Background: an optimization exercise with open tools, aiming at small area. Do not read the settings as production practice.
At most, simulation tests tie the RTL to the original design; equivalence was not proved.
No functional check of the RTL was part of runs 2 to 4.
Power and IR drop assume default switching activity.

--- flow/config.mk ---
export PLATFORM = sky130hd
export DESIGN_NAME = dxl2_tx
export DESIGN_NICKNAME = dxl2_tx
export VERILOG_FILES = /design/flow/design.v
export SDC_FILE = /design/flow/constraint.sdc
export NUM_CORES = 4
export LEC_CHECK = 0
export CAP_MARGIN = 20
export CORE_MARGIN = 2
export CORE_UTILIZATION = 40
export SLEW_MARGIN = 20
--- flow/constraint.sdc ---
create_clock -name core_clock -period 10.0 [get_ports {clk}]
set_input_delay 2.0000 -clock core_clock [delete_from_list [all_inputs] [get_ports {clk}]]
set_output_delay 2.0000 -clock core_clock [all_outputs]
set_load 0.01 [all_outputs]
--- flow/design.v ---
module dxl2_crc_table (
  input  wire [15:0] crc,
  input  wire [7:0]  data,
  output reg  [15:0] next
);
  integer k;
  always @(*) begin
    next = crc ^ {data, 8'h00};
    for (k = 0; k < 8; k = k + 1)
      next = next[15] ? ((next << 1) ^ 16'h8005) : (next << 1);
  end
endmodule
module dxl2_tx (
  input  wire        clk,
  input  wire        rst,         
  input  wire        s_valid,
  output wire        s_ready,
  input  wire [7:0]  s_data,
  input  wire        s_last,
  output wire        m_valid,
  input  wire        m_ready,
  output reg  [7:0]  m_data,
  output reg         m_last,
  output wire        rej_valid,
  output wire [1:0]  rej_code     
);
  localparam integer MAXP  = 64;
  localparam integer NSLOT = 2 + MAXP;      
  localparam [1:0] S_IN  = 2'd0;
  localparam [1:0] S_OUT = 2'd1;
  localparam [1:0] S_REJ = 2'd2;
  localparam [3:0] O_FF0  = 4'd0;
  localparam [3:0] O_FF1  = 4'd1;
  localparam [3:0] O_FD   = 4'd2;
  localparam [3:0] O_00   = 4'd3;
  localparam [3:0] O_ID   = 4'd4;
  localparam [3:0] O_LLO  = 4'd5;
  localparam [3:0] O_LHI  = 4'd6;
  localparam [3:0] O_BODY = 4'd7;
  localparam [3:0] O_STUF = 4'd8;
  localparam [3:0] O_CLO  = 4'd9;
  localparam [3:0] O_CHI  = 4'd10;
  reg  [7:0]  ring [0:NSLOT-1];
  reg  [6:0]  p;           
  reg  [1:0]  state;
  reg  [6:0]  cnt;         
  reg  [6:0]  sl;          
  reg  [1:0]  win;
  reg         id_bad;
  reg  [3:0]  op;
  reg         ov;
  reg  [15:0] crc;
  wire [7:0] tap = ring[NSLOT-1];
  wire in_st  = (state == S_IN);
  wire out_st = (state == S_OUT);
  wire rej_st = (state == S_REJ);
  wire p_wrap = p[6] & p[0];
  always @(posedge clk) begin
    if (rst || p_wrap) p <= 7'd0;
    else               p <= p + 7'd1;
  end
  wire full      = cnt[6] & cnt[1];             
  wire slot_here = (p == (in_st ? cnt : sl));
  wire [7:0] wbyte = in_st ? s_data : tap;
  wire hi6   = &wbyte[7:2];
  wire is_ff = hi6 & wbyte[1] & wbyte[0];
  wire is_fd = hi6 & ~wbyte[1] & wbyte[0];
  wire match = win[1] & is_fd;
  wire [1:0] win_next = match ? 2'd0 : (is_ff ? {win[0] | win[1], ~(win[0] | win[1])} : 2'd0);
  assign s_ready = in_st & (id_bad | full | slot_here);
  wire s_hs  = s_valid & s_ready;
  wire first = (cnt == 7'd0);
  always @(posedge clk) begin
    ring[0] <= (in_st & s_valid & slot_here) ? s_data : tap;
  end
  genvar gi;
  generate
    for (gi = 1; gi < NSLOT; gi = gi + 1) begin : g_ring
      always @(posedge clk) ring[gi] <= ring[gi-1];
    end
  endgenerate
  assign rej_valid = rej_st & ~ov;
  assign rej_code  = {~id_bad, id_bad | (cnt == 7'd1)};
  wire at_id  = (op == O_ID);
  wire at_bdy = (op == O_BODY);
  wire body_end = at_bdy & (sl == cnt);
  wire avail  = at_id ? (p == 7'd0) : at_bdy ? (slot_here & ~body_end) : 1'b1;
  wire ld     = out_st & (~ov | m_ready) & avail;
  wire [15:0] crc_next;
  reg  [7:0]  obyte;
  always @(*) begin
    case (op)
      O_FF0, O_FF1:  obyte = 8'hFF;
      O_FD, O_STUF:  obyte = 8'hFD;
      O_ID, O_BODY:  obyte = tap;
      O_LLO:         obyte = {1'b0, sl};
      O_CLO:         obyte = crc[7:0];
      O_CHI:         obyte = crc[15:8];
      default:       obyte = 8'h00;
    endcase
  end
  dxl2_crc_table u_crc (.crc(crc), .data(obyte), .next(crc_next));
  assign m_valid = ov;
  always @(posedge clk) begin
    if (ld) begin
      m_data <= obyte;
      m_last <= (op == O_CHI);
    end
  end
  always @(posedge clk) begin
    if (rst) begin
      state  <= S_IN;
      cnt    <= 7'd0;
      ov     <= 1'b0;
      id_bad <= 1'b0;
    end else begin
      if (ld)
        ov <= 1'b1;
      else if (m_ready)
        ov <= 1'b0;
      case (state)
        S_IN: begin
          if (s_hs) begin
            if (!full) cnt <= cnt + 7'd1;
            if (first) begin
              id_bad <= is_ff | is_fd;
              sl     <= 7'd2;
              win    <= 2'd0;
            end else begin
              sl  <= sl + 7'd1 + {6'd0, match};
              win <= win_next;
            end
            if (s_last) begin
              if (first || id_bad || full) begin
                if (first) cnt <= 7'd1;
                state <= S_REJ;
              end else begin
                state <= S_OUT;
                op    <= O_FF0;
                crc   <= 16'h0000;
              end
            end
          end
        end
        S_OUT: begin
          if (body_end)
            op <= O_CLO;
          if (ld) begin
            if (op != O_CLO && op != O_CHI)
              crc <= crc_next;
            case (op)
              O_LLO: begin
                op  <= O_LHI;
                sl  <= 7'd1;
                win <= 2'd0;
              end
              O_BODY: begin
                sl  <= sl + 7'd1;
                win <= win_next;
                op  <= match ? O_STUF : O_BODY;
              end
              O_STUF:  op <= O_BODY;
              O_CHI: begin
                state  <= S_IN;
                cnt    <= 7'd0;
                id_bad <= 1'b0;
              end
              default: op <= op + 4'd1;
            endcase
          end
        end
        default: begin  
          if (!ov) begin
            state  <= S_IN;
            cnt    <= 7'd0;
            id_bad <= 1'b0;
          end
        end
      endcase
    end
  end
endmodule
--- flow/run.sh ---
#!/bin/bash
# synth_recipe.tcl (not shown) runs the flow's synth.tcl, then flattens the netlist and writes it again
# the make line also repeats each setting of config.mk as NAME=value (left out here)
make -C /OpenROAD-flow-scripts/flow DESIGN_CONFIG=/design/flow/config.mk WORK_HOME=/design/flow/orfs CLKGATE_MAP_FILE= SYNTH_SCRIPT=/design/flow/synth_recipe.tcl finish
==> flow_summary_export.csv, run 1 <==
group,metric,value,unit
clocking,cts_buffers,52,
clocking,cts-resized-gates,0,
global_route,grt_pass1_wl,34100,um
critical_path,cpMaxStageDelayCell,"nor2_1",
timing,final.setup_skew,0.0264,ns
yosys,synth_edf_count,38,
clocking,ctsHoldBuffers,0,
cells_and_area,multiInputGateArea,2180,um2
clocking,cts_max_path_buffers,3,
hold_path,min_path_type,"register to register",
routing,wl_per_cell,13.6,um
placed_design,hpwl,12000,um
critical_path,cp_data_required_time,8.00,ns
timing,tightest_slew,0.896,ns
power,peakVddDrop,0.000164,V
timing,min_period,5.54,ns
timing,max_slew_margin,40.1,%
cells_and_area,layout-drive-gt1-share,9.97,%
cells_and_area,nFillCells,2986,
yosys,netlist_top_cells_area,"dfxtp_1, edfxtp_1, xor2_1",
floorplan,start_util,40.6,%
routing,route.detailed.drc,0,
yosys,synth_nets,965,
timing,final_hold_viol_count,0,
timing,clock.fmax,0.181,GHz
timing,slew_viol_final,0,
timing,finalCritPeriodShare,55.4,%
run,max-cap-violations,0,
yosys,yosys-top-cells-count,"dfxtp_1, edfxtp_1, nand2_1, nor2_1",
global_route,grt_overflow,0,
routing,first_pass_iters,5,
power,powerDensity,293,nW/um2
floorplan,die_area,37600,um2
timing,tns,0,ns
power,p_int,3.97,mW
clocking,clk_latency,0.57,ns
cells_and_area,layout.cells.non_filler,1504,
critical_path,startpoint_type,"register",
cells_and_area,area_growth,18.3,%
outcome,status,"finished clean",
floorplan,die_w,194,um
placed_design,dp.cells,1408,
yosys,yosysSeqAreaShare,83.8,%
cells_and_area,fin_area,17000,um2
clocking,clockRootBuffer,"clkbuf_16",
yosys,synth_xor_xnor_area_share,3.02,%
yosys,synth_top_family_by_area,"simple AND/OR/NAND/NOR gates",
yosys,synthFlopType,"dfxtp_1",
clocking,cts_tree,"built",
timing,setup_viol,0,
power,p_leak,6.79,nW
global_route,grt_max_degree,27,
critical_path,crit_type,"register to output port",
placed_design,routabilityCongestion,0.829,
routing,wirelength,20400,um
global_route,grt_pass1_vias,6526,
yosys,async_flop_share,0,%
floorplan,num_rows,69,
clocking,clk_pin_slew,0.06,ns
placed_design,placed_cell_area,15200,um2
floorplan,io_pins,27,
critical_path,endpoint_kind,"output port",
power,p_clk_share,41.2,%
yosys,synth-seq-cells,584,
yosys,synth_compound_area_share,4.41,%
critical_path,critPathArrivalTime,3.54,ns
yosys,synthesis.area,14400,um2
power,combPwrFrac,4.1,%
power,power.net_switching,1.02,mW
yosys,synth_mux_area_share,0.903,%
yosys,yosys.cell_count.top_type,"dfxtp_1",
critical_path,path_cells,"nor2_1 -> mux2i_1 -> xor2_1 -> and4_1 -> o21a_1 -> clkdlybuf4s50_1",
placed_design,io_buffers,26,
clocking,cts.htree.levels,2,
global_route,track_usage,11.1,%
floorplan,core-area,35500,um2
yosys,yosys.area_share.adder,1.04,%
cells_and_area,fin_nets,1026,
floorplan,die_y,194,um
routing,vias_per_cell,4.37,
routing,drt_iter0_drc,376,
routing,postRouteAntennaNets,0,
yosys,synth.top_cell.area_share,75.9,%
timing,grt_setup_unrepaired,"false",
yosys,synthCells,940,
yosys,synth-simple-area-share,5.72,%
critical_path,max_stage_delay,0.80,ns
cells_and_area,register_area,12100,um2
clocking,post_cts_buffers,0,
clocking,clock-sinks,584,
power,swShare,20.4,%
yosys,synth.distinct_cells,60,
power,pwr-share-seq,54.7,%
routing,num_vias,6577,
critical_path,crit_fanout,26,
yosys,syn_area_per_cell,15.3,um2
yosys,synth_top_area_cell,"dfxtp_1",
global_route,antenna_found_initial,0,
yosys,yosysWarnings,3,
cells_and_area,diodes,0,
## cell type report
cell class / count / area share [%]
Sequential cell: 584 / 70.9
Multi-Input combinational cell: 319 / 12.8
Clock buffer: 80 / 9.33
Tap cell: 461 / 3.39
Timing Repair Buffer: 30 / 1.70
Clock inverter: 16 / 1.61
Inverter: 14 / 0.308
## power groups by stage
stage,registers (mW),logic (mW),clock network (mW)
4_1_cts,2.73,0.204,2.12
2_1_floorplan,2.73,0.157,0
3_5_place_dp,2.77,0.203,0
3_3_place_gp,2.77,0.202,0
5_1_grt,2.76,0.224,2.21
6_report,2.73,0.203,2.06
## sequential cells by signal, summed over array words and instances (netlist names), 2 cells and up
register,flops
cnt,7
crc,16
m_data,8
op,4
p,7
ring,528
sl,7
state,2
win,2
## metal layers
layer / track usage [%] / vias up / routed length [um]
met5: 0 / - / 0
met4: 5.12 / 0 / 675
met3: 2.89 / 51 / 1230
met2: 16.1 / 164 / 8510
met1: 15.7 / 3104 / 10000
li1: - / 3258 / -
## placed cells by master, fill, tap and decap left out, types with 5 or more instances in the layout
cell type and instances:
a21oi_1 16, a22o_1 7, a31oi_1 6, a32oi_1 6, and2_1 9, and3_1 7
bufinv_16 5, clkbuf_1 13, clkbuf_16 55, clkbuf_8 12, clkdlybuf4s50_1 26, dfxtp_1 546
edfxtp_1 38, ha_1 12, inv_1 14, mux2_2 8, nand2_1 37, nand3_1 24
nand4_1 5, nor2_1 37, nor3_1 9, nor4_1 5, o21a_1 6, o21ai_0 15
o22ai_1 5, or3_1 6, xnor2_1 16, xor2_1 24
## per-stage QoR
step / power, mW / hold slack (ns) / setup slack (ns) / util (%)
6_report: 4.99 / 0.311 / 4.46 / 48.0
5_1_grt: 5.19 / 0.315 / 4.28 / 48.0
4_1_cts: 5.06 / 0.296 / 4.49 / 48.0
3_5_place_dp: 2.98 / 0.312 / 5.08 / 42.8
3_3_place_gp: 2.98 / 0.310 / 5.17 / 42.8
2_1_floorplan: 2.89 / 0.310 / 5.86 / -
## critical path: cells and delay by family, from the launching register on
kind | cells | cell delay (ns)
buf+inv | 1 | 0.54
mux | 1 | 0.30
xor+xnor | 1 | 0.16
simple gates | 2 | 1.22
compound gates | 1 | 0.21
flops | 1 | 0.55
## worst paths after layout
check                   from          to  slack, ns  cells after the start
setup / recovery    state[0]     s_ready       4.46                      6
hold / removal    ring[1][6]  ring[2][6]       0.31                      0
setup reg to reg    state[0]      crc[9]       5.86                      9
hold reg to reg   ring[1][6]  ring[2][6]       0.31                      0
## logic make-up (layout without fill, tap and decap cells)
| kind of cell | Yosys count | in the layout |
|---|---|---|
| buffers and inverters | 37 | 140 |
| XOR/XNOR | 44 | 44 |
| adder cells (fa/ha/maj) | 12 | 12 |
| AND/OR/NAND/NOR | 163 | 163 |
| multiplexers | 12 | 12 |
| AO/OA/AOI/OAI | 88 | 88 |
| flip-flops | 584 | 584 |
==> run 2, diff against run 1 <==
--- a/flow/design.v
+++ b/flow/design.v
@@ -61,7 +61,8 @@
   end
   wire full      = cnt[6] & cnt[1];             
   wire slot_here = (p == (in_st ? cnt : sl));
-  wire [7:0] wbyte = in_st ? s_data : tap;
+  reg  [7:0] obyte;
+  wire [7:0] wbyte = obyte;
   wire hi6   = &wbyte[7:2];
   wire is_ff = hi6 & wbyte[1] & wbyte[0];
   wire is_fd = hi6 & ~wbyte[1] & wbyte[0];
@@ -87,9 +88,10 @@
   wire avail  = at_id ? (p == 7'd0) : at_bdy ? (slot_here & ~body_end) : 1'b1;
   wire ld     = out_st & (~ov | m_ready) & avail;
   wire [15:0] crc_next;
-  reg  [7:0]  obyte;
   always @(*) begin
-    case (op)
+    if (in_st)
+      obyte = s_data;
+    else case (op)
       O_FF0, O_FF1:  obyte = 8'hFF;
       O_FD, O_STUF:  obyte = 8'hFD;
       O_ID, O_BODY:  obyte = tap;
@@ -132,7 +134,6 @@
             end
             if (s_last) begin
               if (first || id_bad || full) begin
-                if (first) cnt <= 7'd1;
                 state <= S_REJ;
               end else begin
                 state <= S_OUT;
==> flow/flow/run.sh (new file) <==
#!/bin/bash
# Standard layout, with CTS using clkbuf_8 leaf buffers on small sink
# clusters and no dummy loads, and plain buf_1 cells as the port buffers.
set -euo pipefail
export CTS_ARGS="-sink_clustering_enable -repair_clock_nets -dont_use_dummy_load -buf_list {sky130_fd_sc_hd__clkbuf_8} -sink_clustering_size 16 -sink_clustering_max_diameter 60"
export BUFFER_PORTS_ARGS="-buffer_cell sky130_fd_sc_hd__buf_1"
bash standard.sh > standard.log 2>&1
==> flow/standard.sh (new file) <==
#!/bin/bash
# synth_recipe.tcl (not shown) runs the flow's synth.tcl, then flattens the netlist and writes it again
# the make line also repeats each setting of config.mk as NAME=value (left out here)
make -C /OpenROAD-flow-scripts/flow DESIGN_CONFIG=/design/flow/config.mk WORK_HOME=/design/flow/orfs CLKGATE_MAP_FILE= SYNTH_SCRIPT=/design/flow/synth_recipe.tcl "${@:-finish}"
--- a/flow/config.mk
+++ b/flow/config.mk
@@ -5,6 +5,7 @@
 export SDC_FILE = /design/flow/constraint.sdc
 export NUM_CORES = 4
 export LEC_CHECK = 0
+export ABC_AREA = 1
 export CAP_MARGIN = 20
 export CORE_MARGIN = 2
 export CORE_UTILIZATION = 40
removed: flow/run.sh
==> run 2 against run 1 <==
Sequential share of layout area increased by 4.6 points. Fmax increased by 19%. Sequential power increased by 2%. Cell area decreased by 6.0%. Highest routed layer unchanged.
==> flow_summary_export.csv, run 2 <==
group,metric,value,unit
global_route,grt_pass1_vias,7112,
yosys,yosysSeqAreaShare,81.6,%
yosys,synth_edf_count,38,
floorplan,die_y,196,um
floorplan,core-area,36500,um2
timing,min_period,4.67,ns
timing,setup_viol,0,
cells_and_area,largest_register_ffs,528,
floorplan,num_rows,70,
clocking,cts_max_path_buffers,3,
placed_design,routabilityCongestion,0.851,
cells_and_area,top_register,"ring",
cells_and_area,diodes,0,
critical_path,startpoint_type,"register",
hold_path,hold_depth,0,
timing,final.setup_skew,0.0540,ns
cells_and_area,largestRegisters,"ring (528), crc (16), m_data (8)",
yosys,netlist_top_cells_area,"dfxtp_1, edfxtp_1, nand2_1",
yosys,synthCells,1135,
timing,final_hold_viol_count,0,
hold_path,whs_endpoint,"ring[30][6]",
placed_design,dp.cells,1616,
critical_path,cp_data_required_time,8.00,ns
yosys,synth_nets,1160,
hold_path,min_path_type,"register to register",
yosys,yosys.cell_count.top_type,"dfxtp_1",
yosys,yosys-top-cells-count,"dfxtp_1, nand2_1, inv_1",
cells_and_area,final_common_cell,"dfxtp_1",
yosys,syn_area_per_cell,13.0,um2
run,max-cap-violations,0,
critical_path,r2r_cells,15,
timing,tightest_slew,0.919,ns
global_route,grt_pass1_wl,36000,um
global_route,grt_max_degree,29,
yosys,async_flop_share,0,%
timing,slew_viol_final,0,
yosys,synth-seq-cells,584,
clocking,post_cts_buffers,0,
clocking,cts_tree,"built",
critical_path,crit_type,"register to output port",
critical_path,crit_fanout,28,
routing,first_pass_iters,5,
global_route,grt_overflow,0,
floorplan,die_area,38500,um2
routing,vias_per_cell,4.35,
clocking,cts-resized-gates,0,
clocking,clockRootBuffer,"clkbuf_8",
cells_and_area,fin_nets,1219,
floorplan,start_util,40.5,%
yosys,synth_top_area_cell,"dfxtp_1",
routing,postRouteAntennaNets,0,
clocking,clk_latency,0.58,ns
yosys,synthFlopType,"dfxtp_1",
yosys,synth.distinct_cells,40,
timing,grt_setup_unrepaired,"false",
global_route,antenna_found_initial,0,
critical_path,critPathArrivalTime,2.67,ns
timing,clock.fmax,0.214,GHz
yosys,synth.top_cell.area_share,73.9,%
clocking,cts_buffers,44,
timing,tns,0,ns
routing,wirelength,21800,um
timing,max_slew_margin,38.4,%
hold_path,worstHoldStart,"ring[29][6]",
clocking,ctsHoldBuffers,0,
critical_path,worstReg2RegStart,"state[1]",
floorplan,die_w,196,um
yosys,yosysWarnings,3,
global_route,track_usage,11.7,%
clocking,clk_pin_slew,0.09,ns
cells_and_area,layout_common_cells,"dfxtp_1, nand2_1, inv_1",
clocking,cts.htree.levels,2,
placed_design,hpwl,13400,um
outcome,status,"finished clean",
cells_and_area,area_growth,8.24,%
floorplan,io_pins,27,
critical_path,endpoint_kind,"output port",
critical_path,r2r_end,"sl[6]",
routing,drt_iter0_drc,494,
cells_and_area,layout-drive-gt1-share,6.80,%
critical_path,r2r_slack,6.23,ns
power,powerDensity,268,nW/um2
power,p_leak,6.52,nW
routing,num_vias,7218,
routing,route.detailed.drc,0,
routing,wl_per_cell,13.2,um
placed_design,io_buffers,26,
timing,finalCritPeriodShare,46.7,%
power,peakVddDrop,0.000110,V
yosys,synthesis.area,14800,um2
cells_and_area,layout.cells.non_filler,1660,
clocking,clock-sinks,584,
## run 2: cell count changes after synthesis, sizes merged, moves of 9 or more
cell	delta
o21ai	+15
a21oi	+11
nand4	+15
nand3	+24
and2	-10
nor2	+32
nand2	+139
xnor2	-12
clkbuf	-9
inv	+74
## run 2: final cells by class
class                      count  area (um2)
fill                        3265       20500
inverter                      89         339
tap                          468         586
clock buffer                  44         606
sequential                   584       12100
timing repair buffer          28         113
multi-input combinational    447        2290
## run 2: cell families (layout without fill, tap and decap cells)
group,Yosys count,count (layout),synth area share (%)
adders and majority gates,12,12,1.02
AOI/OAI and AO/OA,75,75,2.81
buffers and inverters,104,161,2.90
and+or+nand+nor,336,336,10.2
muxes,1,1,0.0761
xor gates and xnor gates,23,23,1.36
DFF,584,584,81.6
## run 2: worst max path at each step
stage	startpoint	to	slack [ns]	depth (start not counted)
floorplan	m_ready	crc[0]	5.93	6
global placement	s_data[7]	sl[6]	5.56	15
detailed placement	s_data[7]	sl[6]	5.50	15
CTS	state[1]	s_ready	5.31	9
global route	state[1]	s_ready	5.11	9
finish	state[1]	s_ready	5.33	9
## run 2: through the flow
step                hold slack, ns  total power [mW]  setup slack, ns  instance area [um2]  util, %
floorplan                    0.310              3.14             5.93                14800        -
global placement             0.310              3.29             5.56                15400     42.2
detailed placement           0.312              3.29             5.50                15400     42.2
CTS                          0.287              4.34             5.31                16000     43.8
global route                 0.275              4.52             5.11                16000     43.8
finish                       0.288              4.29             5.33                16000     43.8
## run 2: critical path, stage by stage (launching register included)
cell     delay (ns)
dfxtp_1        0.36
nor2_4         0.62
nand2_1        0.13
o21ai_1        0.14
xor2_1         0.15
nand2_1        0.06
nor3_1         0.15
nand2_1        0.14
a21oi_2        0.19
buf_1          0.17
## run 2: where the power goes
part / internal [mW] / total (mW) / switching [mW]
clock network: 0.395 / 1.05 / 0.653
logic: 0.133 / 0.448 / 0.316
registers: 2.69 / 2.79 / 0.109
## run 2: routing by layer
| layer | track usage [%] | share of wire, % |
|---|---|---|
| met5 | 0 | 0 |
| met1 | 16.9 | 51 |
| met4 | 5.39 | 3.7 |
| met3 | 2.68 | 5.8 |
| met2 | 16.5 | 39 |
==> run 3, diff against run 2 <==
==> flow/flow/run.sh (replaced) <==
#!/bin/bash
# Standard layout, with CTS using clkbuf_16 leaf buffers on large sink
# clusters and no dummy loads, and plain buf_1 cells as the port buffers.
set -euo pipefail
export CTS_ARGS="-sink_clustering_enable -repair_clock_nets -dont_use_dummy_load -buf_list {sky130_fd_sc_hd__clkbuf_16} -sink_clustering_size 30 -sink_clustering_max_diameter 60"
export BUFFER_PORTS_ARGS="-buffer_cell sky130_fd_sc_hd__buf_1"
bash standard.sh > standard.log 2>&1
==> run 3 against run 2 <==
First-iteration DRC count grew 3.2%. Clock-buffer cell count shrank 15. Combinational power is essentially flat. Via count shrank 1.2%. Routed wire length shrank 2.0%. Sequential cell count is the same. Largest power group unchanged.
==> flow_summary_export.csv, run 3 <==
group,metric,value,unit
outcome,status,"finished clean",
global_route,track_usage,11.3,%
floorplan,die_y,196,um
power,p_int,3.33,mW
placed_design,hpwl,13400,um
yosys,synth_top_area_cell,"dfxtp_1",
critical_path,endpoint_kind,"output port",
clocking,cts_tree,"built",
yosys,synth_edf_count,38,
timing,tns,0,ns
floorplan,start_util,40.5,%
routing,route.detailed.drc,0,
power,p_clk_share,26.3,%
cells_and_area,nFillCells,3258,
yosys,synthFlopType,"dfxtp_1",
clocking,clk_latency,0.58,ns
power,swShare,24.3,%
clocking,post_cts_buffers,0,
cells_and_area,area_growth,9.05,%
yosys,yosys.cell_count.top_type,"dfxtp_1",
cells_and_area,largest_register_ffs,528,
yosys,synthCells,1135,
power,pwr-share-seq,63.5,%
routing,first_pass_iters,5,
yosys,netlist_top_cells_area,"dfxtp_1, edfxtp_1, nand2_1",
cells_and_area,top_register,"ring",
global_route,grt_pass1_vias,6964,
floorplan,io_pins,27,
cells_and_area,diodes,0,
yosys,synth.top_cell.area_share,73.9,%
timing,setup_viol,0,
hold_path,min_path_type,"register to register",
power,p_leak,6.56,nW
cells_and_area,fin_nets,1204,
yosys,synth_nets,1160,
global_route,grt_max_degree,31,
routing,vias_per_cell,4.33,
cells_and_area,finalCoreUtilization,44.2,%
routing,wirelength,21400,um
cells_and_area,largestRegisters,"ring (528), crc (16), m_data (8)",
cells_and_area,layout_common_cells,"dfxtp_1, nand2_1, inv_1",
global_route,grt_pass1_wl,35400,um
yosys,synthesis.area,14800,um2
cells_and_area,fin_area,16100,um2
clocking,ctsHoldBuffers,0,
floorplan,die_w,196,um
clocking,clock-sinks,584,
run,max-cap-violations,0,
global_route,grt_overflow,0,
timing,final.setup_skew,0.0492,ns
timing,grt_setup_unrepaired,"false",
critical_path,startpoint_type,"register",
cells_and_area,layout-drive-gt1-share,5.61,%
clocking,cts_buffers,29,
floorplan,num_rows,70,
critical_path,crit_fanout,28,
yosys,async_flop_share,0,%
floorplan,die_area,38500,um2
floorplan,core-area,36500,um2
clocking,clockRootBuffer,"clkbuf_16",
critical_path,critPathArrivalTime,2.64,ns
yosys,synth.distinct_cells,40,
timing,min_period,4.64,ns
timing,final_hold_viol_count,0,
yosys,yosys-top-cells-count,"dfxtp_1, nand2_1, inv_1",
routing,num_vias,7129,
placed_design,routabilityCongestion,0.851,
routing,postRouteAntennaNets,0,
cells_and_area,final_common_cell,"dfxtp_1",
routing,wl_per_cell,13.0,um
yosys,synth-seq-cells,584,
timing,clock.fmax,0.216,GHz
critical_path,cp_data_required_time,8.00,ns
power,peakVddDrop,0.000120,V
yosys,yosysSeqAreaShare,81.6,%
critical_path,crit_type,"register to output port",
power,power.net_switching,1.07,mW
clocking,cts_max_path_buffers,3,
placed_design,placed_cell_area,15400,um2
yosys,yosysWarnings,3,
clocking,clk_pin_slew,0.10,ns
timing,finalCritPeriodShare,46.4,%
timing,slew_viol_final,0,
power,combPwrFrac,10.2,%
placed_design,io_buffers,26,
clocking,cts.htree.levels,1,
timing,max_slew_margin,38.1,%
power,powerDensity,273,nW/um2
routing,drt_iter0_drc,510,
global_route,antenna_found_initial,0,
yosys,syn_area_per_cell,13.0,um2
timing,tightest_slew,0.924,ns
clocking,cts-resized-gates,0,
run 3: power groups by stage:
stage,clock [mW],sequential (mW),combinational [mW]
finish,1.16,2.80,0.448
global route,1.29,2.83,0.505
CTS,1.20,2.80,0.448
detailed placement,0,2.84,0.445
global placement,0,2.85,0.438
floorplan,0,2.80,0.341
run 3: cell families (layout without fill, tap and decap cells):
kind of cell / Yosys count / in the layout / synth area share, %
buf+inv: 104 / 146 / 2.90
flops: 584 / 584 / 81.6
compound gates: 75 / 75 / 2.81
mux: 1 / 1 / 0.0761
fa+ha+maj: 12 / 12 / 1.02
xor+xnor: 23 / 23 / 1.36
simple gates: 336 / 336 / 10.2
run 3: final cells by class:
cell class	instances	area [um2]	share of cell area [%]
clock buffers	29	726	4.50
multi-input cells	447	2290	14.2
well taps	468	586	3.63
inverters	89	339	2.10
repair buffers	28	113	0.698
flip-flops and latches	584	12100	74.8
run 3: routing by layer:
metal / track usage (%) / vias to the layer above / share of wire, % / wire length (um)
li1: - / 3671 / - / -
met1: 16.8 / 3277 / 53 / 11300
met2: 16.5 / 136 / 39 / 8430
met3: 2.42 / 45 / 5.1 / 1090
met4: 3.70 / 0 / 2.7 / 568
met5: 0 / - / 0 / 0
run 3: path summary, 6_finish.rpt:
kind,depth (start not counted),slack [ns],endpoint,from
setup / recovery,9,5.36,s_ready,state[1]
hold reg to reg,0,0.27,ring[40][7],ring[39][7]
setup reg to reg,15,6.18,sl[6],state[1]
hold / removal,0,0.27,ring[40][7],ring[39][7]
run 3: critical path, stage by stage, from the launching register on:
cell	delay, ns
dfxtp_1	0.35
nor2_4	0.61
nand2_1	0.13
o21ai_1	0.14
xor2_1	0.15
nand2_1	0.06
nor3_1	0.15
nand2_1	0.14
a21oi_2	0.19
buf_1	0.17
run 3: stage by stage:
step	setup WS [ns]	std cells	hold slack [ns]	power, mW
after CTS	5.32	1645	0.266	4.45
after detailed placement	5.50	1616	0.312	3.29
final	5.36	1645	0.268	4.40
after floorplan	5.93	1135	0.310	3.14
after global placement	5.56	1616	0.310	3.29
after global routing	5.13	1645	0.259	4.63
==> run 4, diff against run 3 <==
--- a/flow/design.v
+++ b/flow/design.v
@@ -20,7 +20,7 @@
   output wire        m_valid,
   input  wire        m_ready,
   output reg  [7:0]  m_data,
-  output reg         m_last,
+  output wire        m_last,
   output wire        rej_valid,
   output wire [1:0]  rej_code     
 );
@@ -68,7 +68,7 @@
   wire is_fd = hi6 & ~wbyte[1] & wbyte[0];
   wire match = win[1] & is_fd;
   wire [1:0] win_next = match ? 2'd0 : (is_ff ? {win[0] | win[1], ~(win[0] | win[1])} : 2'd0);
-  assign s_ready = in_st & (id_bad | full | slot_here);
+  assign s_ready = in_st & ~ov & (id_bad | full | slot_here);
   wire s_hs  = s_valid & s_ready;
   wire first = (cnt == 7'd0);
   always @(posedge clk) begin
@@ -80,7 +80,7 @@
       always @(posedge clk) ring[gi] <= ring[gi-1];
     end
   endgenerate
-  assign rej_valid = rej_st & ~ov;
+  assign rej_valid = rej_st;
   assign rej_code  = {~id_bad, id_bad | (cnt == 7'd1)};
   wire at_id  = (op == O_ID);
   wire at_bdy = (op == O_BODY);
@@ -103,11 +103,10 @@
   end
   dxl2_crc_table u_crc (.crc(crc), .data(obyte), .next(crc_next));
   assign m_valid = ov;
+  assign m_last  = ~out_st;
   always @(posedge clk) begin
-    if (ld) begin
+    if (ld)
       m_data <= obyte;
-      m_last <= (op == O_CHI);
-    end
   end
   always @(posedge clk) begin
     if (rst) begin
@@ -171,11 +170,9 @@
           end
         end
         default: begin  
-          if (!ov) begin
-            state  <= S_IN;
-            cnt    <= 7'd0;
-            id_bad <= 1'b0;
-          end
+          state  <= S_IN;
+          cnt    <= 7'd0;
+          id_bad <= 1'b0;
         end
       endcase
     end
==> flow/flow/run.sh (replaced) <==
#!/bin/bash
# Standard layout, with CTS using clkbuf_8 leaf buffers on small sink
# clusters and no dummy loads, and plain buf_1 cells as the port buffers.
set -euo pipefail
export CTS_ARGS="-sink_clustering_enable -repair_clock_nets -dont_use_dummy_load -buf_list {sky130_fd_sc_hd__clkbuf_8} -sink_clustering_size 22 -sink_clustering_max_diameter 50"
export BUFFER_PORTS_ARGS="-buffer_cell sky130_fd_sc_hd__buf_1"
bash standard.sh > standard.log 2>&1
--- a/flow/config.mk
+++ b/flow/config.mk
@@ -5,7 +5,6 @@
 export SDC_FILE = /design/flow/constraint.sdc
 export NUM_CORES = 4
 export LEC_CHECK = 0
-export ABC_AREA = 1
 export CAP_MARGIN = 20
 export CORE_MARGIN = 2
 export CORE_UTILIZATION = 40
==> run 4 against run 3 <==
Routed wire length is essentially flat. Worst setup slack worse by 0.35 ns. Fmax down 7.0%. Cell count is 10% lower. Critical path depth fell by 2. Power rose by 0.22%. Still clean. Clock-buffer cell count grew 11. Synthesized area decreased by 1.4%. Die area is 1.3% lower. Cell area fell by 2.5%. First-iteration DRC count shrank 32%.
==> flow_summary_export.csv, run 4 <==
group,metric,value,unit
hold_path,min_path_type,"register to register",
cells_and_area,largest_register_ffs,528,
yosys,synth_edf_count,37,
clocking,clk_pin_slew,0.11,ns
critical_path,crit_type,"register to output port",
power,power,4.41,mW
power,peakVddDrop,0.000115,V
placed_design,io_buffers,26,
cells_and_area,nFillCells,3245,
routing,vias_per_cell,4.50,
cells_and_area,fin_nets,1038,
floorplan,num_rows,69,
global_route,grt_pass1_vias,6421,
yosys,synth-seq-cells,583,
timing,max_slew_margin,31.3,%
critical_path,startpoint_type,"register",
cells_and_area,final_common_cell,"dfxtp_1",
yosys,synthCells,964,
placed_design,hpwl,13400,um
floorplan,core-area,35700,um2
power,swShare,24.0,%
cells_and_area,finalCoreUtilization,44.0,%
critical_path,worstReg2RegStart,"state[0]",
clocking,cts.htree.levels,2,
timing,tns,0,ns
critical_path,critPathBufInv,1,
global_route,track_usage,11.4,%
timing,tightest_slew,1.03,ns
yosys,synth_top_area_cell,"dfxtp_1",
power,powerDensity,281,nW/um2
routing,route.detailed.drc,0,
critical_path,path_cells,"or2_2 -> mux2i_1 -> xnor2_1 -> and4_1 -> nor3b_2 -> nor3_1 -> buf_1",
timing,slew_viol_final,0,
hold_path,hold_depth,0,
critical_path,r2r_end,"sl[0]",
clocking,cts_tree,"built",
timing,min_period,4.99,ns
run,max-cap-violations,0,
cells_and_area,layout-drive-gt1-share,6.92,%
power,p_leak,6.04,nW
critical_path,cpMaxStageDelayCell,"dfxtp_1",
critical_path,critPathArrivalTime,2.99,ns
timing,setup_viol,0,
critical_path,r2r_slack,5.63,ns
cells_and_area,largestRegisters,"ring (528), crc (16), m_data (8)",
yosys,yosys-top-cells-count,"dfxtp_1, nor2_1, edfxtp_1",
yosys,synth.top_cell.area_share,74.9,%
cells_and_area,area_growth,7.82,%
cells_and_area,top_register,"ring",
timing,finalCritPeriodShare,49.9,%
routing,postRouteAntennaNets,0,
floorplan,io_pins,27,
global_route,grt_pass1_wl,34200,um
yosys,synthFlopType,"dfxtp_1",
yosys,syn_area_per_cell,15.1,um2
global_route,grt_overflow,0,
cells_and_area,multiInputGateArea,2390,um2
routing,num_vias,6624,
floorplan,start_util,40.8,%
clocking,cts_buffers,40,
yosys,synth_nets,989,
clocking,clock-sinks,583,
critical_path,crit_fanout,23,
critical_path,endpoint_kind,"output port",
yosys,netlist_top_cells_area,"dfxtp_1, edfxtp_1, xnor2_1",
hold_path,whs_endpoint,"ring[33][2]",
timing,clock.fmax,0.200,GHz
routing,first_pass_iters,4,
outcome,status,"finished clean",
yosys,yosys.cell_count.top_type,"dfxtp_1",
clocking,clk_latency,0.61,ns
clocking,cts_max_path_buffers,3,
power,pwr-share-seq,66.0,%
yosys,yosysWarnings,3,
critical_path,cp_data_required_time,8.00,ns
floorplan,die_area,38000,um2
clocking,cts-resized-gates,0,
yosys,synth.distinct_cells,72,
cells_and_area,layout_common_cells,"dfxtp_1, nor2_1, clkbuf_8",
clocking,clockRootBuffer,"clkbuf_8",
yosys,async_flop_share,0,%
critical_path,max_stage_delay,0.80,ns
yosys,synthesis.area,14600,um2
cells_and_area,register_area,12000,um2
yosys,yosysSeqAreaShare,82.5,%
clocking,post_cts_buffers,0,
critical_path,crit_family,"simple AND/OR/NAND/NOR gates",
timing,final_hold_viol_count,0,
global_route,grt_max_degree,24,
power,power.net_switching,1.06,mW
critical_path,r2r_cells,7,
routing,wirelength,21400,um
floorplan,die_y,195,um
timing,final.setup_skew,0.122,ns
floorplan,die_w,195,um
timing,grt_setup_unrepaired,"false",
routing,drt_iter0_drc,347,
routing,wl_per_cell,14.5,um
power,p_int,3.35,mW
power,combPwrFrac,11.6,%
global_route,antenna_found_initial,1,
power,p_clk_share,22.4,%
clocking,ctsHoldBuffers,0,
hold_path,worstHoldStart,"ring[32][2]",
placed_design,routabilityCongestion,0.865,
run 4: cell count changes in the layout (fill, tap and decap cells not counted), moves of 17 or more:
cell	before	now
nand2_1	162	26
inv_1	83	17
clkbuf_8	0	40
clkbuf_16	29	0
nand3_1	44	23
nor2_1	66	47
nand4_1	19	2
xnor2_1	5	22
run 4: power by group through the flow:
stage               combinational (mW)  clock (mW)  sequential, mW
detailed placement               0.509           0            2.96
global placement                 0.509           0            2.96
floorplan                        0.410           0            2.90
global route                     0.561        1.12            2.96
CTS                              0.513        1.04            2.92
finish                           0.512       0.988            2.91
run 4: logic make-up (layout without fill, tap and decap cells):
logic type	count (synthesis)	count (layout)	share of synthesized area (%)
flip-flops	583	583	82.5
XOR/XNOR	48	48	3.24
other	0	1	0
AO/OA/AOI/OAI	105	105	5.36
buffers and inverters	38	85	1.14
multiplexers	11	11	0.823
adder cells (fa/ha/maj)	12	12	1.03
AND/OR/NAND/NOR	167	167	5.87
run 4: layout make-up:
cell class                      instances  area share, %
Antenna cell                            1         0.0159
Clock buffer                           40           3.50
Inverter                               18          0.430
Multi-Input combinational cell        343           15.2
Sequential cell                       583           76.6
Tap cell                              461           3.67
Timing Repair Buffer                   27          0.668
run 4: routing by layer:
metal	part of all wire [%]	track usage, %	vias to the layer above
met5	0	0	-
met4	2.5	4.81	0
met3	4.7	2.64	41
met2	41	16.4	134
met1	52	16.3	3154
li1	-	-	3295
run 4: how the worst max path moves through the flow:
stage | cells after the start | endpoint | startpoint
2_1_floorplan | 5 | crc[0] | m_ready
3_3_place_gp | 7 | s_ready | state[0]
3_5_place_dp | 7 | s_ready | state[0]
4_1_cts | 7 | s_ready | state[0]
5_1_grt | 7 | s_ready | state[0]
6_report | 7 | s_ready | state[0]
run 4: stage by stage:
stage	instances	area, um2	setup slack (ns)	hold slack [ns]
after global routing	1473	15700	4.75	0.261
after global placement	1432	15200	5.55	0.310
final	1473	15700	5.01	0.254
after floorplan	964	14600	5.66	0.310
after CTS	1472	15700	4.93	0.249
after detailed placement	1432	15200	5.51	0.312

## what the ideal ports hide
No port has a modelled driver above. Below, the same layouts with a new extraction and two added sets of constraints.
Step 1: set_driving_cell puts a clkbuf_16 on clk and a buf_2 on each other input, an assumption about the parent block.
Step 2 adds t to the input delays and takes it off the output delays; t is the mean of the earliest and latest rising clock arrival at the registers after step 1. Input paths then give back, and output paths get back, about the clock's delay inside the block.
a / b / c = no drivers / after step 1 / after step 2; a / b = the first two.
run	shift t [ns]	setup slack, ns	worst setup path at the end
run 1	0.603	4.465 / 4.418 / 5.021	register to output
run 2	0.602	5.331 / 5.285 / 5.506	input to register
run 3	0.599	5.360 / 5.308 / 5.447	input to register
run 4	0.589	5.012 / 4.972 / 5.560	register to output
After both steps every run listed still meets setup and hold.
